From an optimization exercise on the open Yosys and OpenROAD flow, aimed at small area, a short achievable clock period and few clock cycles; shortcuts taken in it are not production practice. Function was checked by simulation only, so behaviour that the tests miss may differ from the original. Power and IR drop assume default switching activity.

`config.mk`:
```
export PLATFORM = sky130hd
export DESIGN_NAME = rs485_frame_asm
export DESIGN_NICKNAME = rs485_frame_asm
export VERILOG_FILES = /design/flow/design.v
export SDC_FILE = /design/flow/constraint.sdc
export NUM_CORES = 8
export LEC_CHECK = 0
export CAP_MARGIN = 20
export CORE_MARGIN = 2
export CORE_UTILIZATION = 60
export CTS_CLUSTER_DIAMETER = 80
export CTS_CLUSTER_SIZE = 24
export PLACE_DENSITY = 0.7
export SLEW_MARGIN = 20
export SYNTH_MEMORY_MAX_BITS = 4096
```
`constraint.sdc`:
```
create_clock -name core_clock -period 12.0 [get_ports {clk}]
set_input_delay 2.4000 -clock core_clock [delete_from_list [all_inputs] [get_ports {clk}]]
set_output_delay 2.4000 -clock core_clock [all_outputs]
set_load 0.01 [all_outputs]
```
`design.v`:
```
module rs485_frame_asm (
    input  wire         clk,
    input  wire         rst,
    input  wire [255:0] addr_map,
    input  wire         in_valid,
    input  wire [7:0]   in_data,
    output wire         in_ready,
    output wire         out_valid,
    output wire [7:0]   out_data,
    output wire         out_last,
    input  wire         out_ready,
    output wire         idle
);
    localparam integer R  = 261;         
    localparam integer TD = 3;           
    localparam integer NT = R >> TD;
    localparam integer K  = 3;           
    localparam [8:0]   RM = 9'd260;
    function [15:0] crcstep;
        input [15:0] c;
        input [7:0]  b;
        integer i;
        reg [15:0] r;
        begin
            r = c ^ {8'h00, b};
            for (i = 0; i < 8; i = i + 1)
                r = r[0] ? ((r >> 1) ^ 16'hA001) : (r >> 1);
            crcstep = r;
        end
    endfunction
    function [8:0] inc9;
        input [8:0] x;
        inc9 = (x == RM) ? 9'd0 : x + 9'd1;
    endfunction
    function [8:0] dec9;
        input [8:0] x;
        dec9 = (x == 9'd0) ? RM : x - 9'd1;
    endfunction
    function [8:0] subm;
        input [8:0] a;
        input [8:0] b;
        reg [9:0] d;
        begin
            d = {1'b0, a} - {1'b0, b};
            subm = d[9] ? (d[8:0] + 9'd261) : d[8:0];
        end
    endfunction
    reg [8*R-1:0] ring;
    reg [8:0]     T;              
    reg [255:0]   addr_mask;
    reg [7:0]     ib0, ib1;       
    reg [1:0]     icnt;
    reg           in_ready_r;
    reg [8:0]     wp;             
    reg           pbv;            
    reg [7:0]     pb;
    reg           pia_r;          
    reg           pins_v;         
    reg [2:0]     pins_q;         
    reg           pdead;          
    reg [K-1:0]   ev;             
    reg [K-1:0]   enk;            
    reg [8:0]     est  [0:K-1];   
    reg [15:0]    ecrc [0:K-1];
    reg [8:0]     erem [0:K-1];   
    reg [3:0]     eb   [0:K-1];   
    reg [K-1:0]   ehv;            
    reg [2:0]     ehq  [0:K-1];   
    reg [K*K-1:0] older;          
    reg [K-1:0]   lp_done;        
    reg [K-1:0]   lp_pass;        
    reg           lp_03;
    reg [8:0]     qs [0:7];       
    reg [3:0]     qh, qm, qt;     
    reg           ef;             
    reg           ov_v;           
    reg [8:0]     ov;
    reg           ovh_v;          
    reg [2:0]     ovh_q;
    reg           ins_v;          
    reg [8:0]     ins_s;          
    reg [3:0]     ins_b;          
    reg [K-1:0]   ins_nw;         
    reg           resc;           
    reg [8:0]     rs;
    reg           ov_skip;        
    reg           rsk;            
    reg [1:0]     rsk_i;
    reg [8:0]     rsk_rem;
    reg           ord_v;          
    reg [8:0]     rd_s;
    reg [1:0]     rd_i;           
    reg [8:0]     rd_rem;         
    reg [8:0]     rd_st;          
    reg           out_valid_r, out_last_r;
    reg [7:0]     out_data_r;
    reg           idle_r;
    assign in_ready  = in_ready_r;
    assign out_valid = out_valid_r;
    assign out_data  = out_data_r;
    assign out_last  = out_last_r;
    assign idle      = idle_r;
    integer k, j;
    wire [8:0] Tn = inc9(T);      
    wire       pend   = (qm != qt);
    wire       q_emitted = (qh != qm);
    wire [3:0] qcount = qt - qh;
    wire       q_full = (qcount == 4'd8);
    wire [3:0] qt_m1  = qt - 4'd1;
    wire [2:0] qx_i   = ins_v ? qt_m1[2:0] : qm[2:0];
    wire [8:0] qx     = qs[qx_i];
    wire [8:0] P0s    = qx;
    wire [8:0] tls    = qx;
    reg blocked;
    always @(*) begin
        blocked = 1'b0;
        for (k = 0; k < K; k = k + 1)
            if (ev[k] && eb[k] == qm) blocked = 1'b1;
    end
    wire emit = pend & ~ef & ~blocked & ~ins_v;
    reg [K-1:0] e_host_em;
    always @(*) begin
        for (k = 0; k < K; k = k + 1)
            e_host_em[k] = emit & ehv[k] & (ehq[k] == qm[2:0]);
    end
    wire trig_cond = ov_v & ~(|ev) & ~pend & ~ins_v & ~resc;
    wire ring_empty = ~ord_v & (qh == qt) & ~(|ev) & ~ov_v & ~ins_v &
                      ~pia_r & ~cons_last & ~resc;
    wire [8:0] wp1 = inc9(wp);
    reg  [K-1:0] e_oldest;
    always @(*) begin
        for (k = 0; k < K; k = k + 1) begin
            e_oldest[k] = ev[k];
            for (j = 0; j < K; j = j + 1)
                if (j != k && ev[j] && older[j*K+k]) e_oldest[k] = 1'b0;
        end
    end
    reg  [8:0] oldest;
    reg        oldest_v;
    wire       ins_oldest = ins_v & (qh == qm) & ~(|(ev & ~ins_nw));
    always @(*) begin
        oldest_v = 1'b1;
        oldest   = ov;
        if (ord_v)                                    oldest = rd_s;
        else if (q_emitted)                           oldest = qs[qh[2:0]];
        else if (ins_oldest)                          oldest = ins_s;
        else if (pend && !blocked)                    oldest = qs[qh[2:0]];
        else if (|ev) begin
            for (k = 0; k < K; k = k + 1)
                if (e_oldest[k]) oldest = est[k];
        end else if (ins_v)                           oldest = ins_s;
        else                                          oldest_v = ov_v;
    end
    wire m_wp0 = (oldest_v & (oldest == wp))  | (ov_v & (ov == wp));
    wire m_wp1 = (oldest_v & (oldest == wp1)) | (ov_v & (ov == wp1));
    reg  wl0, wl1, cons_last, sync_r;
    wire wp_live   = cons_last ? wl1 : wl0;
    wire can_write = ring_empty | (sync_r & ~wp_live);
    wire [7:0] rtap = ring[8*R-1 -: 8];    
    wire live_consume = ~resc & (icnt != 2'd0) & ~ins_v & ~trig_cond & can_write;
    wire resc_consume = resc & ~rsk & (rs == Tn) & (rs != wp) & ~ins_v;
    wire resc_skip    = resc & rsk & (rs == Tn) & (rs != wp);
    wire consume = live_consume | resc_consume;
    wire [7:0] cbyte = resc ? rtap : ib0;
    wire [8:0] cslot = resc ? rs : Tn;
    wire [8:0] prev_slot = dec9(resc ? rs : wp);
    wire       prev_isaddr = pbv & addr_mask[pb];
    reg [K-1:0] e_done, e_pass;
    always @(*) begin
        for (k = 0; k < K; k = k + 1) begin
            e_done[k] = ev[k] & lp_done[k];
            e_pass[k] = e_done[k] & lp_pass[k];
        end
    end
    reg [K-1:0] p1_oh, p2_oh;
    reg [1:0]   p1_i, p2_i;
    reg         p1_v, p2_v;
    always @(*) begin
        for (k = 0; k < K; k = k + 1) begin
            p1_oh[k] = e_pass[k];
            for (j = 0; j < K; j = j + 1)
                if (j != k && e_pass[j] && older[j*K+k]) p1_oh[k] = 1'b0;
        end
        for (k = 0; k < K; k = k + 1) begin
            p2_oh[k] = e_pass[k] & ~p1_oh[k];
            for (j = 0; j < K; j = j + 1)
                if (j != k && e_pass[j] && !p1_oh[j] && older[j*K+k]) p2_oh[k] = 1'b0;
        end
        p1_v = |p1_oh; p2_v = |p2_oh;
        p1_i = p1_oh[1] ? 2'd1 : p1_oh[2] ? 2'd2 : 2'd0;
        p2_i = p2_oh[1] ? 2'd1 : p2_oh[2] ? 2'd2 : 2'd0;
    end
    reg [K-1:0] nw_p1, nw_p2;     
    always @(*) begin
        for (k = 0; k < K; k = k + 1) begin
            nw_p1[k] = (k[1:0] != p1_i) & older[p1_i*K+k];
            nw_p2[k] = (k[1:0] != p2_i) & older[p2_i*K+k];
        end
    end
    wire p1_host  = ehv[p1_i];
    wire conflict = (eb[p1_i] != qt);              
    wire tr_ovl   = consume & p1_v & p1_host;
    wire tr_two   = consume & p1_v & ~p1_host & p2_v;
    wire ins_fr   = p1_v & ~p1_host & ~p2_v & ~conflict & ~q_full;
    wire ins_fast = consume & ins_fr;
    wire ins_slow = consume & p1_v & ~p1_host & ~ins_fr;
    wire sp_pop   = ins_v & (qt != ins_b);
    wire sp_trunc = ins_v & ~sp_pop & q_full;
    wire sp_ins   = ins_v & ~sp_pop & ~q_full;
    reg        tr_v;
    reg [8:0]  tr_s;
    reg        tr_hv;
    reg [2:0]  tr_hq;
    reg [K-1:0] tr_kill;
    always @(*) begin
        tr_v = 1'b0; tr_s = 9'd0; tr_hv = 1'b0; tr_hq = 3'd0; tr_kill = {K{1'b0}};
        if (tr_ovl) begin
            tr_v = 1'b1; tr_s = est[p1_i]; tr_hv = 1'b1; tr_hq = ehq[p1_i];
            tr_kill = nw_p1;
        end else if (tr_two) begin
            tr_v = 1'b1; tr_s = est[p2_i]; tr_hv = ehv[p2_i]; tr_hq = ehq[p2_i];
            tr_kill = nw_p2;
        end else if (sp_pop) begin
            tr_v = 1'b1; tr_s = tls;
            for (k = 0; k < K; k = k + 1)
                tr_kill[k] = (eb[k] == qt);
        end else if (sp_trunc) begin
            tr_v = 1'b1; tr_s = ins_s;
            tr_kill = ins_nw;
        end
    end
    wire cr_want = consume & prev_isaddr & lp_03;
    wire       nh_v = ins_fast | pins_v;
    wire [2:0] nh_q = ins_fast ? qt[2:0] : pins_q;
    wire       pins_em = pins_v & emit & (pins_q == qm[2:0]);
    wire       nh_dead = pdead | pins_em;
    reg [1:0] free_i;
    reg       free_v;
    always @(*) begin
        free_v = 1'b0; free_i = 2'd0;
        for (k = K - 1; k >= 0; k = k - 1)
            if (!ev[k]) begin free_v = 1'b1; free_i = k[1:0]; end
    end
    wire cr_ok  = cr_want & ~ov_v & ~nh_dead;
    wire cr_do  = cr_ok & free_v;
    wire cr_ovf = cr_ok & ~free_v & ~tr_v;
    wire [3:0] qt1 = qt + 4'd1;
    wire [7:0] tapv [0:NT-1];
    genvar gt;
    generate
        for (gt = 0; gt < NT; gt = gt + 1) begin : g_tap
            assign tapv[gt] = ring[8*(((gt+1)<<TD)-1) +: 8];
        end
    endgenerate
    wire       oal      = (rd_st[TD-1:0] == {TD{1'b1}});
    wire [7:0] obyte    = tapv[rd_st[8:TD]];
    wire       out_free = ~out_valid_r | out_ready;
    wire       rd_take  = ord_v & oal & out_free;
    wire       rd_lastb = (rd_i == 2'd3) & (rd_rem == 9'd1);
    wire [3:0] qh1 = qh + 4'd1;
    reg  [8:0] pf_st;                    
    wire [8:0] rd_st_inc = (rd_st == RM) ? 9'd0 : rd_st + 9'd1;
    wire quiet = (icnt == 2'd0) & ~resc & ~ins_v & ~emit & ~trig_cond &
                 ~q_emitted & ~ord_v & ~out_valid_r;
    wire [7:0] rtap2 = ring[8*(R-1)-1 -: 8];    
    wire       la_resc = (resc & (rs != wp)) | trig_cond;
    reg  [7:0] nb;
    always @(*) begin
        if (la_resc)                         nb = rtap2;
        else if (live_consume)               nb = (icnt == 2'd2) ? ib1 : in_data;
        else                                 nb = (icnt != 2'd0) ? ib0 : in_data;
    end
    reg [15:0] crc_nx [0:K-1];
    reg [K-1:0] done_nx;
    always @(*) begin
        for (k = 0; k < K; k = k + 1) begin
            if (cr_do && free_i == k[1:0]) begin
                crc_nx[k]  = ecrc[k];
                done_nx[k] = 1'b0;
            end else if (consume && ev[k]) begin
                crc_nx[k]  = crcstep(ecrc[k], cbyte);
                done_nx[k] = enk[k] & (erem[k] == 9'd2);
            end else begin
                crc_nx[k]  = ecrc[k];
                done_nx[k] = enk[k] & (erem[k] == 9'd1);
            end
        end
    end
    always @(posedge clk) begin
        ring <= {ring[8*(R-1)-1:0], live_consume ? ib0 : rtap};
    end
    wire push = in_valid & in_ready_r;
    wire [1:0] icnt_n = icnt + {1'b0, push} - {1'b0, live_consume};
    always @(posedge clk) begin
        if (rst) begin
            addr_mask <= addr_map;
            T <= 9'd0;
            sync_r <= 1'b0;
            cons_last <= 1'b0;
            wl0 <= 1'b0;
            wl1 <= 1'b0;
            icnt <= 2'd0;
            in_ready_r <= 1'b0;
            wp <= 9'd0;
            pbv <= 1'b0;
            pia_r <= 1'b0;
            pins_v <= 1'b0;
            pdead <= 1'b0;
            ev <= {K{1'b0}};
            ehv <= {K{1'b0}};
            qh <= 4'd0; qm <= 4'd0; qt <= 4'd0;
            ef <= 1'b0;
            ov_v <= 1'b0;
            ovh_v <= 1'b0;
            ov_skip <= 1'b0;
            rsk <= 1'b0;
            ins_v <= 1'b0;
            resc <= 1'b0;
            ord_v <= 1'b0;
            out_valid_r <= 1'b0;
            idle_r <= 1'b1;
        end else begin
            T <= Tn;
            pia_r <= prev_isaddr;
            wl0 <= m_wp0;
            wl1 <= m_wp1;
            cons_last <= live_consume;
            sync_r <= live_consume | (wp == inc9(Tn));
            icnt <= icnt_n;
            in_ready_r <= (icnt_n != 2'd2);
            if (live_consume) wp <= inc9(Tn);
            if (consume) begin
                pbv         <= 1'b1;
                pins_v      <= ins_fast;
                pdead       <= 1'b0;
            end else if (sp_ins) begin
                pins_v      <= 1'b1;
            end else if (ins_v) begin
                pins_v      <= 1'b0;
            end else if (pins_em) begin
                pins_v      <= 1'b0;
                pdead       <= 1'b1;
            end
            for (k = 0; k < K; k = k + 1) begin
                if ((ins_fast && nw_p1[k]) || (sp_ins && ins_nw[k]))
                    ehv[k] <= 1'b1;
                if (e_host_em[k] || tr_kill[k] || (consume && e_done[k]))
                    ev[k] <= 1'b0;
                if (cr_do && free_i == k[1:0]) begin
                    ev[k]   <= ~tr_v;
                    ehv[k]  <= nh_v;
                end
            end
            if (cr_ovf) begin
                ov_v  <= 1'b1;
                ov_skip <= 1'b0;
                ovh_v <= nh_v;
            end else if (tr_v) begin
                ovh_v <= tr_hv;
                ov_v  <= 1'b1;
                ov_skip <= 1'b0;
                if (emit && tr_hv && tr_hq == qm[2:0]) begin
                    ovh_v <= 1'b0;
                    ov_skip <= 1'b1;
                end
            end else if (emit && ov_v && ovh_v && ovh_q == qm[2:0]) begin
                ovh_v <= 1'b0;
                ov_skip <= 1'b1;
            end else if (trig_cond) begin
                ov_v <= 1'b0;
            end else if ((ins_fast || sp_ins) && ov_v && !ovh_v) begin
                ovh_v <= 1'b1;
            end
            ef <= live_consume ? 1'b0 : (ef | emit);
            if (ins_fast || sp_ins) qt <= qt + 4'd1;
            else if (sp_pop) qt <= qt - 4'd1;
            if (emit) qm <= qm + 4'd1;
            if (ins_slow) begin
                ins_v  <= 1'b1;
            end else if (sp_trunc || sp_ins) begin
                ins_v <= 1'b0;
            end
            if (trig_cond) begin
                resc <= 1'b1;
                rsk  <= ov_skip;
                pbv  <= 1'b0;
                pins_v <= 1'b0;
            end else if (resc) begin
                if (rs == wp) resc <= 1'b0;
                if (resc_skip && rsk_i == 2'd3 && rsk_rem == 9'd1) rsk <= 1'b0;
            end
            if (!ord_v) begin
                if (q_emitted) begin
                    ord_v <= 1'b1;
                    qh    <= qh1;
                end
            end else if (rd_take && rd_lastb) begin
                if (q_emitted) qh <= qh1;
                else ord_v <= 1'b0;
            end
            if (rd_take) out_valid_r <= 1'b1;
            else if (out_ready) out_valid_r <= 1'b0;
            idle_r <= quiet & ~push;
        end
    end
    always @(posedge clk) begin
        lp_03 <= (nb == 8'h03);
        for (k = 0; k < K; k = k + 1) begin
            lp_done[k] <= done_nx[k];
            lp_pass[k] <= (crc_nx[k] == {8'h00, nb});
        end
        pf_st <= subm(inc9(Tn), qs[qh[2:0]]);
        case (icnt)
            2'd0: if (push) ib0 <= in_data;
            2'd1: begin
                if (push && live_consume) ib0 <= in_data;
                else if (push) ib1 <= in_data;
            end
            default: if (live_consume) ib0 <= ib1;
        endcase
        if (consume) pb <= cbyte;
        if (consume || sp_ins) pins_q <= qt[2:0];
        for (k = 0; k < K; k = k + 1) begin
            if ((ins_fast && nw_p1[k]) || (sp_ins && ins_nw[k])) begin
                eb[k]  <= qt1;
                ehq[k] <= qt[2:0];
            end
            if (consume && ev[k]) begin
                ecrc[k] <= crcstep(ecrc[k], cbyte);
                if (!enk[k]) begin
                    enk[k]  <= 1'b1;
                    erem[k] <= {1'b0, cbyte} + 9'd2;
                end else begin
                    erem[k] <= erem[k] - 9'd1;
                end
            end
            if (cr_do && free_i == k[1:0]) begin
                enk[k]  <= 1'b0;
                est[k]  <= prev_slot;
                ecrc[k] <= crcstep(crcstep(16'hFFFF, pb), 8'h03);
                eb[k]   <= ins_fast ? qt1 : qt;
                ehq[k]  <= nh_q;
                for (j = 0; j < K; j = j + 1)
                    if (j != k) begin
                        older[j*K+k] <= 1'b1;
                        older[k*K+j] <= 1'b0;
                    end
            end
        end
        if (cr_ovf) begin
            ov    <= prev_slot;
            ovh_q <= nh_q;
        end else if (tr_v) begin
            ovh_q <= tr_hq;
            ov    <= (emit && tr_hv && tr_hq == qm[2:0]) ? P0s : tr_s;
        end else if (emit && ov_v && ovh_v && ovh_q == qm[2:0]) begin
            ov    <= P0s;
        end else if ((ins_fast || sp_ins) && ov_v && !ovh_v) begin
            ovh_q <= qt[2:0];
        end
        if (consume && p1_v && !q_full) qs[qt[2:0]] <= est[p1_i];
        else if (sp_ins) qs[qt[2:0]] <= ins_s;
        if (consume && p1_v) begin
            ins_s  <= est[p1_i];
            ins_b  <= eb[p1_i];
            ins_nw <= (nw_p1 | (cr_do ? (1 << free_i) : {K{1'b0}})) &
                      ~(p2_v ? nw_p2 | (1 << p2_i) : {K{1'b0}});
        end else if (ins_v) begin
            ins_nw <= ins_nw & ~tr_kill;
        end
        if (trig_cond) begin
            rs    <= ov;
            rsk_i <= 2'd0;
        end else if (resc) begin
            if (resc_consume || resc_skip) rs <= inc9(rs);
            if (resc_skip) begin
                if (rsk_i != 2'd3) rsk_i <= rsk_i + 2'd1;
                if (rsk_i == 2'd2) rsk_rem <= {1'b0, rtap} + 9'd2;
                else if (rsk_i == 2'd3) rsk_rem <= rsk_rem - 9'd1;
            end
        end
        if (!ord_v) begin
            rd_s  <= qs[qh[2:0]];
            rd_i  <= 2'd0;
            rd_st <= pf_st;
        end else if (rd_take) begin
            rd_s <= inc9(rd_s);
            if (rd_i != 2'd3) rd_i <= rd_i + 2'd1;
            if (rd_i == 2'd2) rd_rem <= {1'b0, obyte} + 9'd2;
            else rd_rem <= rd_rem - 9'd1;
            if (rd_lastb) begin
                rd_s  <= qs[qh[2:0]];
                rd_i  <= 2'd0;
                rd_st <= pf_st;
            end
        end else begin
            rd_st <= rd_st_inc;
        end
        if (rd_take) begin
            out_data_r  <= obyte;
            out_last_r  <= rd_lastb;
        end
    end
endmodule
```
`flow/run.sh`:
```
#!/bin/bash
set -euo pipefail
bash standard.sh SETUP_SLACK_MARGIN=8 \
  "BUFFER_PORTS_ARGS=-buffer_cell sky130_fd_sc_hd__buf_1" \
  "CTS_ARGS=-sink_clustering_enable -repair_clock_nets -sink_clustering_size 16 -sink_clustering_max_diameter 60 -dont_use_dummy_load -buf_list sky130_fd_sc_hd__clkbuf_8" \
  finish > standard_flow.log 2>&1
```
`standard.sh`:
```
#!/bin/bash
# synth_recipe.tcl (not shown) runs the flow's synth.tcl, then flattens the netlist and writes it again
# the make line also repeats each setting of config.mk as NAME=value (left out here)
make -C /OpenROAD-flow-scripts/flow DESIGN_CONFIG=/design/flow/config.mk WORK_HOME=/design/flow/orfs CLKGATE_MAP_FILE= SYNTH_SCRIPT=/design/flow/synth_recipe.tcl "${@:-finish}"
```
==> run summary, run 1 <==
- Final Skew: 0.1257 ns
- Core ar.: roughly 130000 um2
- First-pass GRT wire length: 253.7 mm
- Rows: between 100 and 150
- Max Root-Sink Buffers: 3
- Max-cap check violation count: 0
- Final min period: 4.015 ns
- Crit Path Category: register to output port
- Placed instance count: around 7400
- Final cell count without fillers: 7676
- Top-area cell type share of the netlist area: 0.5672
- Clk pin slew, worst setup/hold paths: ~0.09 ns
- Grt total ovfl: 0
- Placement Cell Area: 81450 um2
- Iter 0 DRT Violations: approximately 3800
- YS warnings: 10
- Final slew viol count: 0
- Setup violators final: 0
- CP required: between 9 and 10 ns
- Worst Tran Pin Value: 1.078 ns
- Cell family with most CP delay: flip-flops
- Pleak: ~33 nW
- Buffer and inverter count on the worst path: 1
- Slew HR: 0.2787
- Root buffer cell: clkbuf_8
- Skew-Pair Late Insertion Delay: between 0.9 and 1 ns
- CTS tree: yes
- Worst EP arrival: approximately 1.6 ns
- Drt drc: 0
- Final net count: between 6000 and 7000
- Critical path endpoint category: output port
- DRT Pass-1 Iters: 6
- Synthesized area: just under 80000 um2
- Die area: roughly 130000 um2
- Final instance area: about 86000 um2
- Status: finished clean
- I/O pin cnt: 280
- RSZ-0062 raised after global routing: yes
- Area grow syn2layout: 9.365%
- H-Tree Level Count: 4
- Pin count of the biggest net entering global routing: 71
- WL/cell: roughly 22 um
- DR vias: 42170
- Synthesized Nets: 5787
- Synthesized instance count: 5463
- Port Buffer Count: about 280
- CTS sink cnt: 2737
- Synth Flop Type: dfxtp_1
- Fin. Hold Viols: 0
- Power Total: ~17 mW
- Worst path cell trace: clkbuf_2
- Share of cells above drive strength 1: 0.1083
- Final WL: around 170 mm
- Routed Antenna Nets: 0
- Ys async rst share: 0
- CTS Hold Buffers Added: 0
- DP HPWL: about 120 mm
- Initial core utilization: 0.6057
- Initial antenna violation count: 32
- Final period util: 0.3345
- Yosys reg bits: roughly 2700
- Synth top area cells: dfxtp_1 57%, edfxtp_1 20%, xnor2_1 2.8%, mux2i_1 2.7%, nand2_1 1.6%
- Die W: between 300 and 400 um
- Achievable clock frequency: around 250 MHz
- Setup TNS: 0 ns
- Leading area contributor after synthesis: dfxtp_1
- Peak supply drop: 0.1170 mV
- Avg Cell Area, Syn: 14.38 um2
- Worst min-delay path class: register to register
- Total track usage: 0.2520
- Max incr delay on CP: between 0.5 and 0.6 ns
- Number of synthesized flops with an enable pin: between 500 and 600
- Number of global-route vias before repair: between 40000 and 50000
- Cell variety after synth: about 100
- Die height: roughly 370 um
- Sequential fraction of the synthesis area: 0.7630
- CP Max Fanout: 1
- Power density cells: about 200 nW/um2
- CTS Buf Count: roughly 200
- CP max-delay cell: edfxtp_1
- Final Wtd Congestion: 0.9341
- Via/cell ratio: between 5 and 6
- CP Launch Type: register
[layer usage]
metal	track usage	vias up	wire [um]
li1	-	19750	-
met4	0.1055	6	6488
met5	0	-	34
met2	0.3948	1424	79100
met3	0.04411	364	9978
met1	0.3488	20620	76150
[layout by cell type (no fill, tap or decap), drive strengths merged, types with 22 or more instances in the layout]
master  Yosys  final
inv        93     93
nor2      262    262
nor4       41     41
ha         55     55
mux4       46     46
xnor2     247    247
diode       0     25
xor2      123    123
nor3       80     80
edfxtp    512    512
nand3     108    108
nand2     346    346
a22oi     151    151
a21oi     119    119
clkbuf     99    213
mux2i     212    212
buf        98    427
a211oi     30     30
mux2       45     45
o21ai     140    140
nand4      49     49
dfxtp    2225   2225
nand2b     22     22
[stage by stage]
step                        util  setup WS (ns)  hold WS (ns)
final                     0.6624          7.985        0.2419
after global routing      0.6624          7.868        0.2523
after CTS                 0.6573          7.905        0.2457
after detailed placement  0.6283          6.375        0.3121
after global placement    0.6280          6.534        0.3096
after floorplan                -          8.025        0.3096
[cells in the mapped netlist (all sizes together) (9+ instances only)]
library cell  number
or4               11
nor3b              9
buf               98
inv               93
or2               13
a31oi             17
clkbuf            99
nor2b             19
nand2b            22
and2              12
xor2             123
a221oi            21
a21oi            119
edfxtp           512
nor4b             11
nor2             262
a22o              20
a222oi             9
o31ai             12
or3               14
a211o             10
nor4              41
o22ai             19
nand3            108
nor3              80
and4              11
nand2            346
mux2              45
a22oi            151
dfxtp           2225
mux2i            212
o211ai            10
a21o               9
mux4              46
and3              21
nand4             49
xnor2            247
o41ai              9
ha                55
o21ai            140
a211oi            30
[where the power goes]
group          internal (mW)  switching, mW  total [mW]
combinational          0.982           1.57        2.56
sequential              10.0          0.314        10.3
clock                   1.49           2.60        4.09
[cell families (layout without fill, tap and decap cells)]
| group | Yosys count | after routing | share of synthesized area |
|---|---|---|---|
| simple gates | 1048 | 1048 | 0.06389 |
| compound gates | 654 | 654 | 0.05763 |
| other cells | 0 | 25 | 0 |
| mux | 303 | 303 | 0.04681 |
| flops | 2737 | 2737 | 0.7630 |
| xor+xnor | 374 | 374 | 0.04243 |
| fa+ha+maj | 56 | 56 | 0.009018 |
| buf+inv | 291 | 737 | 0.01725 |
[registers in the layout, summed over array words and instances (netlist names), 12 cells and up, named ones only]
register   cells
addr_mask    256
eb            12
ecrc          48
erem          27
est           27
qs            72
ring        2088
[worst paths after layout]
| kind | start | end | slack [ns] | cells past startpoint |
|---|---|---|---|---|
| setup / recovery | out_data_r[1] | out_data[1] | 7.99 | 1 |
| hold / removal | ring[1293] | ring[1301] | 0.24 | 0 |
| setup reg to reg | older[3] | wl0 | 8.03 | 9 |
| hold reg to reg | ring[1293] | ring[1301] | 0.24 | 0 |
[layout make-up]
| type | count | area (um2) |
|---|---|---|
| Multi-Input combinational cell | 2435 | 17930 |
| Fill cell | 9352 | 43760 |
| Sequential cell | 2737 | 59960 |
| Antenna cell | 25 | 62.56 |
| Tap cell | 1742 | 2180 |
| Clock buffer | 201 | 2766 |
| Inverter | 94 | 410.4 |
| Timing Repair inverter | 2 | 15.01 |
| Timing Repair Buffer | 440 | 2564 |
[repair_timing]
action | CTS | global route
hold endpoints to repair | 0 | 0
setup buffers | 43 | 31
pin swaps | 14 | 29
setup endpoints to repair | 373 | 214
gates cloned | 6 | 4
resized for setup | 118 | 85
Testbench counts, summed over its fixed seeds: cycles 17,074.
==> run 2, diff against run 1 <==
--- a/design.v
+++ b/design.v
@@ -46,7 +46,8 @@
         end
     endfunction
     reg [8*R-1:0] ring;
-    reg [8:0]     T;              
+    reg [8:0]     Tn;             
+    reg [8:0]     Tnn;            
     reg [255:0]   addr_mask;
     reg [7:0]     ib0, ib1;       
     reg [1:0]     icnt;
@@ -101,7 +102,6 @@
     assign out_last  = out_last_r;
     assign idle      = idle_r;
     integer k, j;
-    wire [8:0] Tn = inc9(T);      
     wire       pend   = (qm != qt);
     wire       q_emitted = (qh != qm);
     wire [3:0] qcount = qt - qh;
@@ -294,7 +294,8 @@
     always @(posedge clk) begin
         if (rst) begin
             addr_mask <= addr_map;
-            T <= 9'd0;
+            Tn  <= 9'd1;
+            Tnn <= 9'd2;
             sync_r <= 1'b0;
             cons_last <= 1'b0;
             wl0 <= 1'b0;
@@ -320,15 +321,16 @@
             out_valid_r <= 1'b0;
             idle_r <= 1'b1;
         end else begin
-            T <= Tn;
+            Tn  <= Tnn;
+            Tnn <= inc9(Tnn);
             pia_r <= prev_isaddr;
             wl0 <= m_wp0;
             wl1 <= m_wp1;
             cons_last <= live_consume;
-            sync_r <= live_consume | (wp == inc9(Tn));
+            sync_r <= live_consume | (wp == Tnn);
             icnt <= icnt_n;
             in_ready_r <= (icnt_n != 2'd2);
-            if (live_consume) wp <= inc9(Tn);
+            if (live_consume) wp <= Tnn;
             if (consume) begin
                 pbv         <= 1'b1;
                 pins_v      <= ins_fast;
@@ -409,7 +411,7 @@
             lp_done[k] <= done_nx[k];
             lp_pass[k] <= (crc_nx[k] == {8'h00, nb});
         end
-        pf_st <= subm(inc9(Tn), qs[qh[2:0]]);
+        pf_st <= subm(Tnn, qs[qh[2:0]]);
         case (icnt)
             2'd0: if (push) ib0 <= in_data;
             2'd1: begin
==> run 2 against run 1 <==
Against the previous run: critical endpoint is now out_data[0]; maximum frequency shrank 0.66%; cell area shrank 1.2%; synthesized cell count shrank 0.88%; largest cell class unchanged; clock power is essentially flat; clock-buffer cell count is the same; sequential power is essentially flat; sequential cell count grew 9.
==> run summary, run 2 <==
- Iter 0 DRT Violations: 3906
- Top-area cell type share of the netlist area: 0.5738
- CP Launch Type: register
- DR vias: slightly above 40000
- CP max-delay cell: edfxtp_1
- Die height: around 360 um
- Peak supply drop: 0.1291 mV
- Number of flip-flops in the largest register: 2088
- Buffer and inverter count on the worst path: 1
- Avg Cell Area, Syn: about 14 um2
- Max-cap check violation count: 0
- Initial core utilization: 0.6035
- Reg with most FFs: ring
- Initial antenna violation count: 13
- M1 WL: 75.12 mm
- Synth top cells by count: 2234 x dfxtp_1, 512 x edfxtp_1, 374 x nand2_1
- Slew HR: 0.2724
- Worst hold margin: about 0.22 ns
- Worst min-delay path class: register to register
- Leading area contributor after synthesis: dfxtp_1
- Top-count cell post-synth: dfxtp_1
- Number of global-route vias before repair: around 40000
- Max incr delay on CP: between 0.5 and 0.6 ns
- Setup violators final: 0
- Worst EP arrival: roughly 1.6 ns
- Crit Path Category: register to output port
- Number of synthesized flops with an enable pin: 512
- Setup TNS: 0 ns
- Filler cells: roughly 9400
- Synth Flop Type: dfxtp_1
- RSZ-0062 raised after global routing: yes
- Final Wtd Congestion: 0.9399
- Final WL: between 150 and 200 mm
- CP required: 9.60 ns
- Footprint of the multi-input gates: about 17000 um2
- Routed Antenna Nets: 0
- Share of cells above drive strength 1: 0.09533
- Ys async rst share: 0
- Achievable clock frequency: roughly 250 MHz
- Core ar.: 129200 um2
- Final period util: 0.3368
- CP Max Fanout: 1
- Final net count: 6167
- Worst Tran Pin Value: approximately 1.1 ns
- Synth top area cells: dfxtp_1 57%, edfxtp_1 20%, mux2i_1 2.9%, xnor2_1 2.3%, nand2_1 1.8%
- Clk pin slew, worst setup/hold paths: about 0.10 ns
- Status: finished clean
- Port Buffer Count: roughly 280
- Synthesized instance count: between 5000 and 6000
- First-pass GRT wire length: 251.4 mm
- Grt total ovfl: 0
- Power density cells: 199.1 nW/um2
- Most common cell after layout, fill and taps aside: dfxtp_1
- Area grow syn2layout: 8.880%
- Sequential fraction of the synthesis area: 0.7710
- WL/cell: ~22 um
- Fin util: 0.6571
- Final cell count without fillers: 7600
- Placed instance count: 7324
- Commonest cells after routing, fill and taps aside: 2223 x dfxtp_1, 512 x edfxtp_1, 370 x nand2_1
- Final Skew: ~0.16 ns
- Cell family with most CP delay: flip-flops
- Die area: around 130000 um2
- CTS Hold Buffers Added: 0
- Placement Cell Area: approximately 81000 um2
- H-Tree Level Count: 4
- Worst path cell trace: buf_1
- Skew-Pair Late Insertion Delay: 0.94 ns
- CTS Buf Count: about 200
- Pleak: approximately 32 nW
- DP HPWL: around 120 mm
- Final slew viol count: 0
- Critical path endpoint category: output port
- Metal3 WL: around 11 mm
- DRT Pass-1 Iters: 6
- Rows: ~130
- Yosys reg bits: 2746
- Final min period: roughly 4.0 ns
- Final instance area: approximately 85000 um2
- Total track usage: 0.2553
- I/O pin cnt: 280
- YS warnings: 10
- Drt drc: 0
- Die W: roughly 360 um
- Fin. Hold Viols: 0
- Synthesized Nets: approximately 5700
- Cell variety after synth: 99
- CTS tree: yes
- Synthesized area: 77950 um2
- CTS sink cnt: between 2000 and 3000
- WL met2: slightly below 80 mm
- FF/Latch Area: 60120 um2
- Via/cell ratio: about 5.5
- Max Root-Sink Buffers: 3
- Pin count of the biggest net entering global routing: about 150
- Top layer in use: met4
- Root buffer cell: clkbuf_8
-- run 2: cell types whose count changed after synthesis, sizes merged, moves of 20 or more --
cell   before  now
a21oi     119  141
a22oi     151  184
buf        98   73
nand2     346  374
nor2      262  242
o21ai     140  163
xnor2     247  207
xor2      123  146
-- run 2: power by group --
| part | total [mW] | internal [mW] | switching [mW] | leakage, nW |
|---|---|---|---|---|
| registers | 10.4 | 10.0 | 0.312 | 22.9 |
| clock network | 4.08 | 1.49 | 2.59 | 1.45 |
| logic | 2.46 | 0.921 | 1.54 | 8.01 |
-- run 2: through the flow --
stage	total power, mW	setup WS [ns]
global placement	12.76	6.393
global route	17.55	7.889
finish	16.90	7.959
floorplan	11.93	8.007
detailed placement	12.81	6.366
CTS	16.94	7.840
-- run 2: timing repair --
item	4_1_cts	5_1_grt
pin swaps	15	12
gates resized for setup	108	45
buffers inserted	24	25
setup endpoints to repair	426	162
cloned	8	3
-- run 2: worst paths after layout --
path	start	end	slack, ns	depth (start not counted)
setup reg to reg	qt[1]	ov[2]	8.02	14
setup / recovery	out_data_r[0]	out_data[0]	7.96	1
hold reg to reg	ring[86]	ring[94]	0.22	0
hold / removal	ring[86]	ring[94]	0.22	0
-- run 2: routing by layer --
layer | vias to the layer above | GRT usage
met4 | 0 | 0.09156
met2 | 1446 | 0.4061
met5 | - | 0
li1 | 19460 | -
met1 | 20310 | 0.3544
met3 | 324 | 0.04485
-- run 2: cells by family after synthesis --
| logic type | Yosys count | share of synthesized area |
|---|---|---|
| mux | 304 | 0.04591 |
| simple gates | 1010 | 0.06063 |
| compound gates | 666 | 0.05681 |
| flops | 2746 | 0.7710 |
| buf+inv | 279 | 0.01623 |
| fa+ha+maj | 54 | 0.008765 |
| xor+xnor | 356 | 0.04064 |
-- run 2: layout make-up --
class | instances | area share
multi-input cells | 2392 | 0.2014
repair inverters | 2 | 0.0001179
flip-flops and latches | 2746 | 0.7084
clock buffers | 201 | 0.03260
inverters | 91 | 0.004364
repair buffers | 411 | 0.02704
well taps | 1742 | 0.02568
diodes | 15 | 0.0004423
Testbench counts of run 2, summed over its fixed seeds: cycles 17,074.
==> run 3, diff against run 2 <==
==> flow/run.sh (replaced) <==
#!/bin/bash
set -euo pipefail
bash standard.sh SETUP_SLACK_MARGIN=8.25 \
  "BUFFER_PORTS_ARGS=-buffer_cell sky130_fd_sc_hd__buf_1" \
  "CTS_ARGS=-sink_clustering_enable -repair_clock_nets -sink_clustering_size 16 -sink_clustering_max_diameter 60 -dont_use_dummy_load -buf_list sky130_fd_sc_hd__clkbuf_8" \
  finish > standard_flow.log 2>&1
==> run 3 against run 2 <==
Against the previous run: routed wire length up 0.32%; critical path type unchanged; total power up 0.91%; via count up 1.1%; critical path depth unchanged; non-clock buffer count up 66; critical endpoint unchanged; cell count up 1.1%; still clean; sequential cell count unchanged.
==> run summary, run 3 <==
- FF/Latch Area: 60140 um2
- Power density cells: 198.1 nW/um2
- Worst EP arrival: 1.63 ns
- Initial antenna violation count: 29
- Filler cells: 9211
- Pin count of the biggest net entering global routing: 111
- CP Max Fanout: 1
- Leading area contributor after synthesis: dfxtp_1
- Fin util: 0.6664
- Critical path endpoint category: output port
- Synth top area cells: dfxtp_1 57%, edfxtp_1 20%, mux2i_1 2.9%, xnor2_1 2.3%, nand2_1 1.8%
- CTS Hold Buffers Added: 0
- CP Launch Type: register
- Final slew viol count: 0
- Most common cell after layout, fill and taps aside: dfxtp_1
- I/O pin cnt: 280
- Cell family with most CP delay: flip-flops
- Worst min-delay path class: register to register
- Commonest cells after routing, fill and taps aside: 2214 x dfxtp_1, 512 x edfxtp_1, 366 x nand2_1
- Worst path cell trace: buf_1
- Core ar.: between 100000 and 150000 um2
- Top-area cell type share of the netlist area: 0.5738
- DRT Pass-1 Iters: 9
- Reg2reg end: ehq[0][0]
- Clk pin slew, worst setup/hold paths: ~0.1 ns
- Place WS: ~6.5 ns
- Rows: roughly 130
- Iter 0 DRT Violations: roughly 3800
- Routed Antenna Nets: 0
- CP endpoint: out_data[0]
- Die W: about 360 um
- Cell variety after synth: about 100
- Pleak: approximately 33 nW
- Port Buffer Count: ~280
- Setup violators final: 0
- Skew-Pair Late Insertion Delay: about 0.92 ns
- Power Total: between 15 and 20 mW
- Die area: ~130000 um2
- Final WS setup: ~8 ns
- Footprint of the multi-input gates: 17440 um2
- Top-count cell post-synth: dfxtp_1
- YS warnings: 10
- Crit. path cell count: 1
- Yosys reg bits: between 2000 and 3000
- Crit Path Category: register to output port
- Die height: between 300 and 400 um
- Number of synthesized flops with an enable pin: roughly 500
- Final WL: approximately 170 mm
- Final min period: 4.035 ns
- Synth Flop Type: dfxtp_1
- Worst Tran Pin Value: 1.130 ns
- Final period util: 0.3362
- Area grow syn2layout: 10.42%
- Final net count: between 6000 and 7000
- Drt drc: 0
- WL/cell: 22.23 um
- Grt peak-use layer: met2
- Reg-to-reg startpoint: pb[3]
- Final Skew: ~0.15 ns
- Max Root-Sink Buffers: 3
- Avg Cell Area, Syn: between 10 and 15 um2
- Min-Delay Path Depth: 0
- CTS sink cnt: around 2700
- Synthesized Nets: 5737
- Synth top cells by count: 2234 x dfxtp_1, 512 x edfxtp_1, 374 x nand2_1
- CP max-delay cell: edfxtp_1
- First-pass GRT wire length: around 250 mm
- H-Tree Level Count: 4
- Achievable clock frequency: around 250 MHz
- RSZ-0062 raised after global routing: yes
- Flop2flop setup slack: 8.19 ns
- Share of cells above drive strength 1: 0.1171
- Ys async rst share: 0
- CP required: ~9.6 ns
- GR Util met3: 0.04426
- Slew HR: 0.2440
- Root buffer cell: clkbuf_8
- Sequential fraction of the synthesis area: 0.7710
- Synthesized area: roughly 78000 um2
- Status: finished clean
- Fin. Hold Viols: 0
- Max-cap check violation count: 0
- Peak supply drop: 0.1324 mV
- CP Launch Point: out_data_r[0]
- DP HPWL: 115.0 mm
- CTS Buf Count: around 200
- Grt total ovfl: 0
- DR vias: between 40000 and 50000
- Final Wtd Congestion: 0.9397
- Number of global-route vias before repair: 41110
- Met2 usage: 0.3914
- Synthesized instance count: roughly 5400
- Total track usage: 0.2539
- Setup TNS: 0 ns
- Buffer and inverter count on the worst path: 1
- Path depth of the worst reg2reg path: 10
- CTS tree: yes
- Max incr delay on CP: between 0.5 and 0.6 ns
- Reg with most FFs: ring
- Via/cell ratio: between 5 and 6
- Number of flip-flops in the largest register: approximately 2100
- Initial core utilization: 0.6035
- Grt met1 use: 0.3513
-- run 3: per-stage QoR --
stage                     hold slack, ns  cells  cell area (um2)
after floorplan                   0.3096   5415            77960
after global placement            0.3097   7328            80980
after detailed placement          0.3121   7328            80990
after CTS                         0.2526   7572            84700
after global routing              0.2467   7678            86060
final                             0.2565   7683            86070
-- run 3: per-layer routing --
metal | vias to the layer above | part of all wire
li1 | 19590 | -
met1 | 20420 | 0.44
met2 | 1554 | 0.45
met3 | 414 | 0.064
met4 | 4 | 0.042
met5 | - | 0.00014
-- run 3: cells by family (layout without fill, tap and decap cells) --
kind of cell / count (synthesis) / in the layout / synth area share
adder cells (fa/ha/maj): 54 / 54 / 0.008765
XOR/XNOR: 356 / 356 / 0.04064
multiplexers: 304 / 304 / 0.04591
AND/OR/NAND/NOR: 1010 / 1011 / 0.06063
other: 0 / 33 / 0
AO/OA/AOI/OAI: 666 / 667 / 0.05681
buffers and inverters: 279 / 770 / 0.01623
flip-flops: 2746 / 2746 / 0.7710
-- run 3: worst min-delay path by stage --
| stage | start | end |
|---|---|---|
| finish | ring[29] | ring[37] |
| floorplan | ring[992] | ring[1000] |
| global route | ring[1] | ring[9] |
| global placement | ring[1907] | ring[1915] |
| detailed placement | ring[1453] | ring[1461] |
| CTS | ring[29] | ring[37] |
-- run 3: what timing repair did --
action | CTS | global route
gates resized for setup | 135 | 150
gates cloned | 8 | 7
pin swaps | 20 | 42
setup buffers | 35 | 70
endpoints found under the setup margin | 436 | 286
-- run 3: final cells by class --
class                      instances  share of cell area
sequential                      2746              0.6987
multi-input combinational       2392              0.2026
timing repair buffer             477             0.03582
clock buffer                     201             0.03214
tap                             1742             0.02532
inverter                          91            0.004463
antenna                           33           0.0009594
timing repair inverter             1          0.00005815
-- run 3: where the power goes --
| part | total (mW) | switching (mW) | leakage, nW | internal [mW] |
|---|---|---|---|---|
| clock network | 4.09 | 2.60 | 1.45 | 1.49 |
| registers | 10.4 | 0.306 | 22.9 | 10.0 |
| logic | 2.61 | 1.60 | 8.48 | 1.01 |
| total | 17.0 | 4.50 | 32.9 | 12.5 |
==> run 4, diff against run 3 <==
--- a/config.mk
+++ b/config.mk
@@ -5,6 +5,7 @@
 export SDC_FILE = /design/flow/constraint.sdc
 export NUM_CORES = 8
 export LEC_CHECK = 0
+export ABC_AREA = 1
 export CAP_MARGIN = 20
 export CORE_MARGIN = 2
 export CORE_UTILIZATION = 60
==> run 4 against run 3 <==
Against the previous run: sequential power is essentially flat; largest power group unchanged; synthesized cell count grew 22%; critical path type unchanged; worst setup slack gained 0.15 ns; largest cell class unchanged; non-clock buffer count shrank 103.
==> run summary, run 4 <==
- Ys async rst share: 0
- RSZ-0062 raised after global routing: yes
- Iter 0 DRT Violations: 4814
- Slew HR: 0.1737
- Setup TNS: 0 ns
- CTS Buf Count: 200
- Area grow syn2layout: 8.388%
- Max-cap check violation count: 0
- Max Root-Sink Buffers: 3
- I/O pin cnt: 280
- CP endpoint: out_data[0]
- CTS sink cnt: around 2700
- Switch Pwr: 5.159 mW
- CTS tree: yes
- Initial core utilization: 0.6033
- Die W: 367.1 um
- Clock share of power: 0.231
- Synth top area cells: dfxtp_1 57%, edfxtp_1 19%, nand2_1 5.1%, o21ai_0 2.9%, nor2_1 2.6%
- Die height: between 300 and 400 um
- Critical path endpoint category: output port
- WL/cell: between 20 and 25 um
- DP HPWL: about 120 mm
- Setup violators final: 0
- Synthesized Nets: 6911
- CP Max Fanout: 1
- Reg with most FFs: ring
- Peak supply drop: 0.1543 mV
- Reg2reg end: rd_rem[5]
- Top-area cell type share of the netlist area: 0.5653
- DR vias: 46580
- CP Launch Type: register
- Placed instance count: 8506
- Worst EP arrival: ~1.5 ns
- Pin count of the biggest net entering global routing: 90
- Share of cells above drive strength 1: 0.07408
- Power density cells: approximately 210 nW/um2
- CP max-delay cell: edfxtp_1
- Number of synthesized flops with an enable pin: ~510
- Fin util: 0.6540
- CTS Hold Buffers Added: 0
- Final min period: 3.888 ns
- Most common cell after layout, fill and taps aside: dfxtp_1
- Place WS: between 6 and 7 ns
- Synth top cells by count: 2234 x dfxtp_1, 1080 x nand2_1, 549 x nor2_1
- Routed Antenna Nets: 0
- Initial antenna violation count: 31
- Final cell count without fillers: approximately 8800
- Cell family with most CP delay: flip-flops
- YS warnings: 10
- Synth Flop Type: dfxtp_1
- Avg Cell Area, Syn: between 10 and 15 um2
- Synthesized area: roughly 79000 um2
- Leading area contributor after synthesis: dfxtp_1
- Flop2flop setup slack: around 8.3 ns
- Yosys reg bits: 2746
- Max incr delay on CP: between 0.4 and 0.5 ns
- Drt drc: 0
- Cell variety after synth: between 70 and 80
- Sw frac: 0.2915
- First-pass GRT wire length: around 270 mm
- Flop pwr share: 0.581
- Synthesized instance count: about 6600
- Worst path cell trace: clkbuf_2
- Logic pwr share: 0.188
- Final Skew: ~0.073 ns
- Top-count cell post-synth: dfxtp_1
- Buffer and inverter count on the worst path: 1
- Core ar.: ~130000 um2
- Number of global-route vias before repair: 44860
- Port Buffer Count: between 200 and 300
- Pint: ~13 mW
- Crit. path cell count: 1
- Skew-Pair Late Insertion Delay: roughly 0.9 ns
- H-Tree Level Count: 4
- Crit Path Category: register to output port
- Final net count: ~7300
- Reg-to-reg startpoint: rd_st[7]
- Sequential fraction of the synthesis area: 0.7596
- Clk pin slew, worst setup/hold paths: ~0.090 ns
- DRT Pass-1 Iters: 6
- CP required: ~9.6 ns
- Hold path startpoint: ring[784]
- Power Total: around 18 mW
- Die area: approximately 130000 um2
- Final slew viol count: 0
- Root buffer cell: clkbuf_8
- CP Launch Point: out_data_r[0]
- Pleak: roughly 34 nW
- Achievable clock frequency: ~260 MHz
- Path depth of the worst reg2reg path: 18
- Fin. Hold Viols: 0
- Worst min-delay path class: register to register
- Commonest cells after routing, fill and taps aside: 2222 x dfxtp_1, 1075 x nand2_1, 543 x nor2_1
- Grt total ovfl: 0
- Rows: roughly 130
- Number of flip-flops in the largest register: 2088
- Final period util: 0.3240
- Final WS setup: between 8 and 9 ns
- Final Wtd Congestion: about 0.98
- Final WL: between 150 and 200 mm
- Status: finished clean
- Via/cell ratio: around 5.3
- Worst Tran Pin Value: approximately 1.2 ns
- Total track usage: 0.2634
-- run 4: logic make-up (layout without fill, tap and decap cells) --
family	Yosys count	in the layout	share of synthesized area
and+or+nand+nor	2008	2011	0.1073
adders and majority gates	54	54	0.008635
buffers and inverters	676	1090	0.03536
AOI/OAI and AO/OA	914	914	0.06773
xor gates and xnor gates	185	185	0.02057
DFF	2746	2746	0.7596
other	0	33	0
muxes	6	6	0.0007591
-- run 4: area by class of cell --
class                           count  area (um2)
Antenna cell                       33       82.58
Clock buffer                      200        2753
Fill cell                       10020       45380
Inverter                          514        2022
Multi-Input combinational cell   3170       16550
Sequential cell                  2746       60120
Tap cell                         1755        2196
Timing Repair Buffer              374        2019
Timing Repair inverter              2       12.51
-- run 4: power by group through the flow --
stage	clock, mW	combinational, mW	sequential (mW)
6_report	4.09	3.33	10.3
3_5_place_dp	0	3.04	10.5
4_1_cts	4.18	3.15	10.3
2_1_floorplan	0	2.06	10.4
3_3_place_gp	0	2.98	10.5
5_1_grt	4.51	3.63	10.3
-- run 4: stage by stage --
stage | cell area, um2 | hold slack [ns]
4_1_cts | 85080 | 0.2794
3_5_place_dp | 81850 | 0.3121
6_report | 85750 | 0.2875
2_1_floorplan | 79120 | 0.3096
3_3_place_gp | 81850 | 0.3095
5_1_grt | 85740 | 0.2819
-- run 4: repair_timing --
| action | CTS | global route |
|---|---|---|
| setup endpoints to repair | 491 | 217 |
| gates cloned | 4 | 6 |
| gates resized for setup | 80 | 84 |
| pin swaps | 3 | 9 |
| setup buffers | 19 | 25 |
-- run 4: how the worst min path moves through the flow --
stage | endpoint | slack (ns) | cells after the start
3_5_place_dp | ring[1436] | 0.31 | 0
4_1_cts | ring[611] | 0.28 | 0
5_1_grt | ring[611] | 0.28 | 0
3_3_place_gp | ring[458] | 0.31 | 0
6_report | ring[792] | 0.29 | 0
2_1_floorplan | ring[1000] | 0.31 | 0
-- run 4: per-layer routing --
| metal | wire (um) | GRT usage | vias to the layer above | share of wire |
|---|---|---|---|---|
| li1 | - | - | 22300 | - |
| met1 | 81580 | 0.3819 | 22120 | 0.45 |
| met2 | 79570 | 0.3966 | 1815 | 0.44 |
| met3 | 13120 | 0.04544 | 338 | 0.073 |
| met4 | 6374 | 0.1040 | 6 | 0.035 |
| met5 | 41 | 0 | - | 0.00023 |
==> run 5, diff against run 4 <==
==> flow/run.sh (replaced) <==
#!/bin/bash
set -euo pipefail
bash standard.sh SETUP_SLACK_MARGIN=8 \
  "BUFFER_PORTS_ARGS=-buffer_cell sky130_fd_sc_hd__buf_1" \
  "CTS_ARGS=-sink_clustering_enable -repair_clock_nets -sink_clustering_size 16 -sink_clustering_max_diameter 60 -dont_use_dummy_load -buf_list sky130_fd_sc_hd__clkbuf_8" \
  finish > standard_flow.log 2>&1
==> run 5 against run 4 <==
Against the previous run: still clean; area after synthesis unchanged; synthesized cell count unchanged; hold slack got worse by 0.041 ns; worst setup slack got worse by 0.043 ns; global-route usage increased by 0.057 points; sequential power about the same; cell count decreased by 0.27%; clock-buffer cell count increased by 3; register-to-register slack got worse by 0.23 ns; die area unchanged; combinational power decreased by 4%; critical path depth unchanged; largest power group unchanged.
==> run summary, run 5 <==
- CTS Hold Buffers Added: 0
- Synth Flop Type: dfxtp_1
- Final Skew: 0.1089 ns
- Grt met1 use: 0.3882
- WL/cell: between 20 and 25 um
- Slew HR: 0.3273
- Setup TNS: 0 ns
- Placement Cell Area: 81900 um2
- Fin. Hold Viols: 0
- Clk pin slew, worst setup/hold paths: around 0.1 ns
- Cell variety after synth: 76
- Achievable clock frequency: around 250 MHz
- RSZ-0062 raised after global routing: no
- CP Launch Type: register
- Buffer and inverter count on the worst path: 1
- Final slew viol count: 0
- H-Tree Level Count: 4
- Share of cells above drive strength 1: 0.06557
- YS warnings: 10
- Multiplexer share of the synthesized area: 0.0007591
- Total track usage: 0.2640
- Die area: between 100000 and 150000 um2
- Met2 usage: 0.3913
- Worst path cell trace: buf_1
- Root buffer cell: clkbuf_8
- Routed Antenna Nets: 0
- Die W: roughly 370 um
- Final WL: roughly 180 mm
- CP max-delay cell: edfxtp_1
- Number of global-route vias before repair: ~44000
- Fin util: 0.6508
- Top-area cell type share of the netlist area: 0.5653
- Pleak: 34.29 nW
- GR Util met3: 0.04869
- Final net count: between 7000 and 8000
- Yosys reg bits: 2746
- Grt total ovfl: 0
- Power Total: approximately 18 mW
- Max Root-Sink Buffers: 3
- Ys async rst share: 0
- CTS tree: yes
- Number of synthesized flops with an enable pin: about 510
- Most common cell after layout, fill and taps aside: dfxtp_1
- Via/cell ratio: about 5.3
- Commonest cells after routing, fill and taps aside: 2224 x dfxtp_1, 1076 x nand2_1, 548 x nor2_1
- Cell family with most CP delay: flip-flops
- Sequential fraction of the synthesis area: 0.7596
- Die height: between 300 and 400 um
- Critical path endpoint category: output port
- Synthesized Nets: between 6000 and 7000
- Rows: roughly 130
- Synth Area in XOR/XNOR: 0.02057
- Status: finished clean
- Worst Tran Pin Value: ~1.0 ns
- Drt drc: 0
- Footprint of the multi-input gates: 16400 um2
- Peak supply drop: approximately 0.12 mV
- Reg with most FFs: ring
- Max-cap check violation count: 0
- CP required: around 9.6 ns
- Iter 0 DRT Violations: between 4000 and 5000
- Post-Synth Simple-Gate Area: 0.1073
- Grt peak-use layer: met2
- Crit Path Category: register to output port
- CP Max Fanout: 1
- Filler cells: around 10000
- I/O pin cnt: 280
- Core ar.: between 100000 and 150000 um2
- Avg Cell Area, Syn: ~12 um2
- Area grow syn2layout: 7.868%
- Top-count cell post-synth: dfxtp_1
- Synth top area cells: dfxtp_1 57%, edfxtp_1 19%, nand2_1 5.1%, o21ai_0 2.9%, nor2_1 2.6%
- Skew-Pair Late Insertion Delay: about 0.95 ns
- Port Buffer Count: between 200 and 300
- Largest family of logic cells by synthesized area: simple AND/OR/NAND/NOR gates
- DP HPWL: 126.6 mm
- DRT Pass-1 Iters: 6
- CTS sink cnt: 2746
- DR vias: 46720
- Leading area contributor after synthesis: dfxtp_1
- Power density cells: ~210 nW/um2
- Number of flip-flops in the largest register: between 2000 and 2500
- Final Wtd Congestion: between 0.9 and 1
- Worst EP arrival: approximately 1.5 ns
- Worst hold margin: between 0.2 and 0.25 ns
- Max incr delay on CP: about 0.44 ns
- Post-synthesis adder-cell area fraction: 0.008635
- Synthesized instance count: between 6000 and 7000
- First-pass GRT wire length: around 270 mm
- Pin count of the biggest net entering global routing: just over 90
- Final instance area: roughly 85000 um2
- Synthesized area: roughly 79000 um2
- Initial antenna violation count: 38
- Worst min-delay path class: register to register
- FF/Latch Area: 60120 um2
- Final min period: approximately 3.9 ns
- Synth top cells by count: 2234 x dfxtp_1, 1080 x nand2_1, 549 x nor2_1
- CTS Buf Count: approximately 200
- Initial core utilization: 0.6033
- Final period util: 0.3276
- Compound-Gate Fraction of Synth Area: 0.06773
- Setup violators final: 0
run 5: worst paths after layout:
kind / endpoint / start / slack (ns) / cells after the start
min reg2reg: ring[1834] / ring[1826] / 0.25 / 0
min: ring[1834] / ring[1826] / 0.25 / 0
max: out_data[6] / out_data_r[6] / 8.07 / 1
max reg2reg: rd_rem[7] / rd_st[7] / 8.07 / 14
run 5: area by class of cell:
cell class | count | share of cell area
clock buffers | 203 | 0.03274
multi-input cells | 3169 | 0.1921
flip-flops and latches | 2746 | 0.7044
repair buffers | 353 | 0.02035
well taps | 1755 | 0.02573
inverters | 514 | 0.02372
diodes | 30 | 0.0008797
run 5: routing by layer:
layer,vias to the layer above,routed length (um)
met1,22170,81830
li1,22260,-
met5,-,13
met2,1907,78350
met4,2,6279
met3,388,14230
run 5: stage by stage:
stage / worst slack [ns] / instances
2_1_floorplan: 8.189 / 6589
3_3_place_gp: 6.319 / 8512
3_5_place_dp: 6.472 / 8513
4_1_cts: 7.975 / 8722
5_1_grt: 7.992 / 8766
6_report: 8.069 / 8770
run 5: cells by family (layout without fill, tap and decap cells):
logic type / count (synthesis) / count (layout)
adders and majority gates: 54 / 54
and+or+nand+nor: 2008 / 2010
AOI/OAI and AO/OA: 914 / 914
other: 0 / 30
DFF: 2746 / 2746
xor gates and xnor gates: 185 / 185
muxes: 6 / 6
buffers and inverters: 676 / 1070
run 5: power by group:
group	total [mW]	leakage (nW)	switching (mW)	internal [mW]
registers	10.3	22.9	0.249	10.0
clock network	4.11	1.46	2.60	1.51
logic	3.20	9.92	2.25	0.945
total	17.6	34.3	5.11	12.5
run 5: repair_timing:
item | 4_1_cts | 5_1_grt
buffers inserted | 4 | 16
cloned | 2 | 2
gates resized for setup | 36 | 58
setup endpoints to repair | 365 | 181
pin swaps | 1 | 5
==> run 6, diff against run 5 <==
--- a/config.mk
+++ b/config.mk
@@ -11,6 +11,7 @@
 export CORE_UTILIZATION = 60
 export CTS_CLUSTER_DIAMETER = 80
 export CTS_CLUSTER_SIZE = 24
+export GPL_ROUTABILITY_DRIVEN = 0
 export PLACE_DENSITY = 0.7
 export SLEW_MARGIN = 20
 export SYNTH_MEMORY_MAX_BITS = 4096
==> run 6 against run 5 <==
Against the previous run: register-to-register slack worse by 0.09 ns; sequential power hardly changed; maximum frequency shrank 2.2%; sequential share of layout area hardly changed; synthesized cell count is the same; first-iteration DRC count increased by 6.4%; via count grew 0.26%; sequential cell count did not move; die area unchanged; clock power about the same; clock-buffer cell count up 1; largest cell class unchanged; highest routed layer unchanged.
==> run summary, run 6 <==
- Die height: 367.1 um
- Initial core utilization: 0.6033
- Cell family with most CP delay: compound AO/OA/AOI/OAI gates
- Buffer and inverter count on the worst path: 3
- Hold path startpoint: ring[1837]
- Leading area contributor after synthesis: dfxtp_1
- Clk pin slew, worst setup/hold paths: approximately 0.090 ns
- Number of synthesized flops with an enable pin: 512
- Rows: about 130
- Most common cell after layout, fill and taps aside: dfxtp_1
- Final net count: 7309
- Setup TNS: 0 ns
- Top-count cell post-synth: dfxtp_1
- Reg2reg end: ov[0]
- Number of global-route vias before repair: roughly 44000
- CTS tree: yes
- Skew-Pair Late Insertion Delay: slightly above 0.9 ns
- Root buffer cell: clkbuf_8
- Placement Cell Area: 81850 um2
- Final min period: ~4 ns
- Min-Delay Path Depth: 0
- CP max-delay cell: dfxtp_2
- Status: finished clean
- H-Tree Level Count: 4
- Hold Path Sink: ring[1845]
- CTS Hold Buffers Added: 0
- Final instance area: 85340 um2
- Pin count of the biggest net entering global routing: 120
- Fin util: 0.6508
- Grt total ovfl: 0
- Reg-to-reg startpoint: qt[1]
- Avg Cell Area, Syn: 12.01 um2
- Max incr delay on CP: 0.66 ns
- Max-cap check violation count: 0
- YS warnings: 10
- Reg with most FFs: ring
- Flop2flop setup slack: ~8.0 ns
- Final period util: 0.3348
- Worst path cell trace: inv_2 > ha_1 > nand2_1 > o21ai_1 > buf_4 > clkinv_2 > o21ai_0 > o21ai_0 > o21ai_0 > o22ai_1 > nor3_1 > nand3_1 > nand3_1 > o21ai_1
- Final WL: roughly 180 mm
- CP Launch Type: register
- Crit Path Category: register to register
- CP required: 12.59 ns
- Power density cells: between 200 and 250 nW/um2
- Worst hold margin: between 0.2 and 0.3 ns
- Via/cell ratio: roughly 5.3
- WL/cell: about 20 um
- Commonest cells after routing, fill and taps aside: 2223 x dfxtp_1, 1077 x nand2_1, 545 x nor2_1
- Ys async rst share: 0
- Total track usage: 0.2579
- Most numerous cell on the critical path: o21ai_0
- Slew HR: 0.1338
- Synthesized instance count: approximately 6600
- Achievable clock frequency: between 200 and 250 MHz
- Final Skew: 0.1284 ns
- First-pass GRT wire length: between 200 and 300 mm
- RSZ-0062 raised after global routing: yes
- Area grow syn2layout: 7.868%
- Setup violators final: 0
- Synth Flop Type: dfxtp_1
- Place WS: roughly 6.3 ns
- Final WS setup: 7.982 ns
- Synth top cells by count: 2234 x dfxtp_1, 1080 x nand2_1, 549 x nor2_1
- Worst min-delay path class: register to register
- Fin. Hold Viols: 0
- Core ar.: 131100 um2
- Iter 0 DRT Violations: between 4000 and 5000
- CTS Buf Count: around 200
- Die W: 367.1 um
- Share of cells above drive strength 1: 0.06643
- Routed Antenna Nets: 0
- Yosys reg bits: around 2700
- I/O pin cnt: 280
- Pleak: about 34 nW
- Port Buffer Count: 279
- Sequential fraction of the synthesis area: 0.7596
- DRT Pass-1 Iters: 9
- Max Root-Sink Buffers: 3
- Initial antenna violation count: 34
- Number of flip-flops in the largest register: approximately 2100
- Top-area cell type share of the netlist area: 0.5653
- Die area: roughly 130000 um2
- DR vias: 46840
- Critical path endpoint category: register
- Worst Tran Pin Value: ~1.3 ns
- CP Max Fanout: 28
- Synthesized Nets: between 6000 and 7000
- Worst EP arrival: approximately 4.6 ns
- Drt drc: 0
- Synth top area cells: dfxtp_1 57%, edfxtp_1 19%, nand2_1 5.1%, o21ai_0 2.9%, nor2_1 2.6%
- CP Launch Point: qt[1]
- Final slew viol count: 0
- Cell variety after synth: between 70 and 80
- Peak supply drop: 0.1745 mV
- Synthesized area: a little under 80000 um2
- CTS sink cnt: between 2000 and 3000
- DP HPWL: ~120 mm
- Path depth of the worst reg2reg path: 14
-- run 6: kinds of logic (layout without fill, tap and decap cells) --
family / count (synthesis) / after routing / share of synthesized area
compound gates: 914 / 914 / 0.06773
simple gates: 2008 / 2012 / 0.1073
buf+inv: 676 / 1068 / 0.03536
xor+xnor: 185 / 185 / 0.02057
other cells: 0 / 30 / 0
fa+ha+maj: 54 / 54 / 0.008635
mux: 6 / 6 / 0.0007591
flops: 2746 / 2746 / 0.7596
-- run 6: power by group --
group / internal, mW / total (mW) / switching [mW]
clock: 1.52 / 4.12 / 2.60
sequential: 10.0 / 10.3 / 0.244
combinational: 0.949 / 3.19 / 2.24
-- run 6: worst max path at each step --
stage | to | slack (ns) | cells after the start
floorplan | qh[3] | 8.19 | 12
global placement | qs[2][1] | 6.39 | 12
detailed placement | ehq[1][0] | 6.32 | 15
CTS | rd_st[6] | 7.99 | 9
global route | ov[0] | 7.89 | 14
finish | ov[0] | 7.98 | 14
-- run 6: timing repair --
item / 4_1_cts / 5_1_grt
hold endpoints to repair: 0 / 0
resized for setup: 39 / 57
setup endpoints to repair: 440 / 165
buffers inserted: 13 / 13
pin swaps: 2 / 4
cloned: 3 / 3
-- run 6: per-stage QoR --
stage                     instances  power, mW
after floorplan                6589      12.44
after global placement         8504      13.39
after detailed placement       8504      13.48
after CTS                      8724      17.55
after global routing           8767      18.36
final                          8770      17.58
-- run 6: layout make-up --
class | instances | area, um2
well taps | 1755 | 2196
fillers | 9954 | 45790
repair buffers | 350 | 1758
inverters | 514 | 1988
flip-flops and latches | 2746 | 60120
multi-input cells | 3171 | 16400
diodes | 30 | 75.07
clock buffers | 204 | 2808
-- run 6: metal layers --
| layer | up-vias | wire (um) | global-route usage |
|---|---|---|---|
| met3 | 432 | 14190 | 0.04697 |
| li1 | 22230 | - | - |
| met5 | - | 13 | 0 |
| met2 | 2127 | 77400 | 0.3899 |
| met1 | 22050 | 78130 | 0.3688 |
| met4 | 2 | 7269 | 0.1059 |

==> afterwards: timing with drivers on the ports <==
How much do the figures lean on ideal ports? The routed layouts below were timed once more, with nothing changed but the port constraints.
Step 1 (the two cells are an assumption about what drives the block):
set clk [get_ports {clk}]
set_driving_cell -lib_cell sky130_fd_sc_hd__clkbuf_16 $clk
set_driving_cell -lib_cell sky130_fd_sc_hd__buf_2 [delete_from_list [all_inputs] $clk]
Step 2 adds t to the input delays and takes it off the output delays; t is the mean of the earliest and latest rising clock arrival at the registers after step 1. Input paths then give back, and output paths get back, about the clock's delay inside the block.
a / b / c = ideal / step 1 / step 2; a / b = the first two.
| run | t, ns | slack for setup (ns) | hold WS [ns] | latest minus earliest clock arrival (ns) | worst data-port slew with drivers (ns) |
|---|---|---|---|---|---|
| run 1 | 0.954 | 7.985 / 7.904 / 7.134 | 0.242 / 0.242 / 0.242 | 0.126 / 0.126 | 0.13 |
| run 2 | 0.932 | 7.959 / 7.890 / 7.132 | 0.223 / 0.223 / 0.223 | 0.156 / 0.156 | 0.10 |
| run 3 | 0.935 | 7.965 / 7.888 / 7.443 | 0.256 / 0.256 / 0.256 | 0.177 / 0.177 | 0.12 |
| run 4 | 0.967 | 8.112 / 8.040 / 7.448 | 0.287 / 0.287 / 0.287 | 0.094 / 0.094 | 0.22 |
| run 5 | 0.960 | 8.069 / 8.001 / 7.210 | 0.247 / 0.247 / 0.247 | 0.109 / 0.109 | 0.18 |
| run 6 | 0.946 | 7.982 / 7.982 / 7.090 | 0.262 / 0.262 / 0.262 | 0.132 / 0.133 | 0.21 |
After both steps setup and hold are still met in every run listed. For run 6, which loses most, drivers alone change the setup slack by 0.000 ns; drivers and shift together by -0.892 ns.
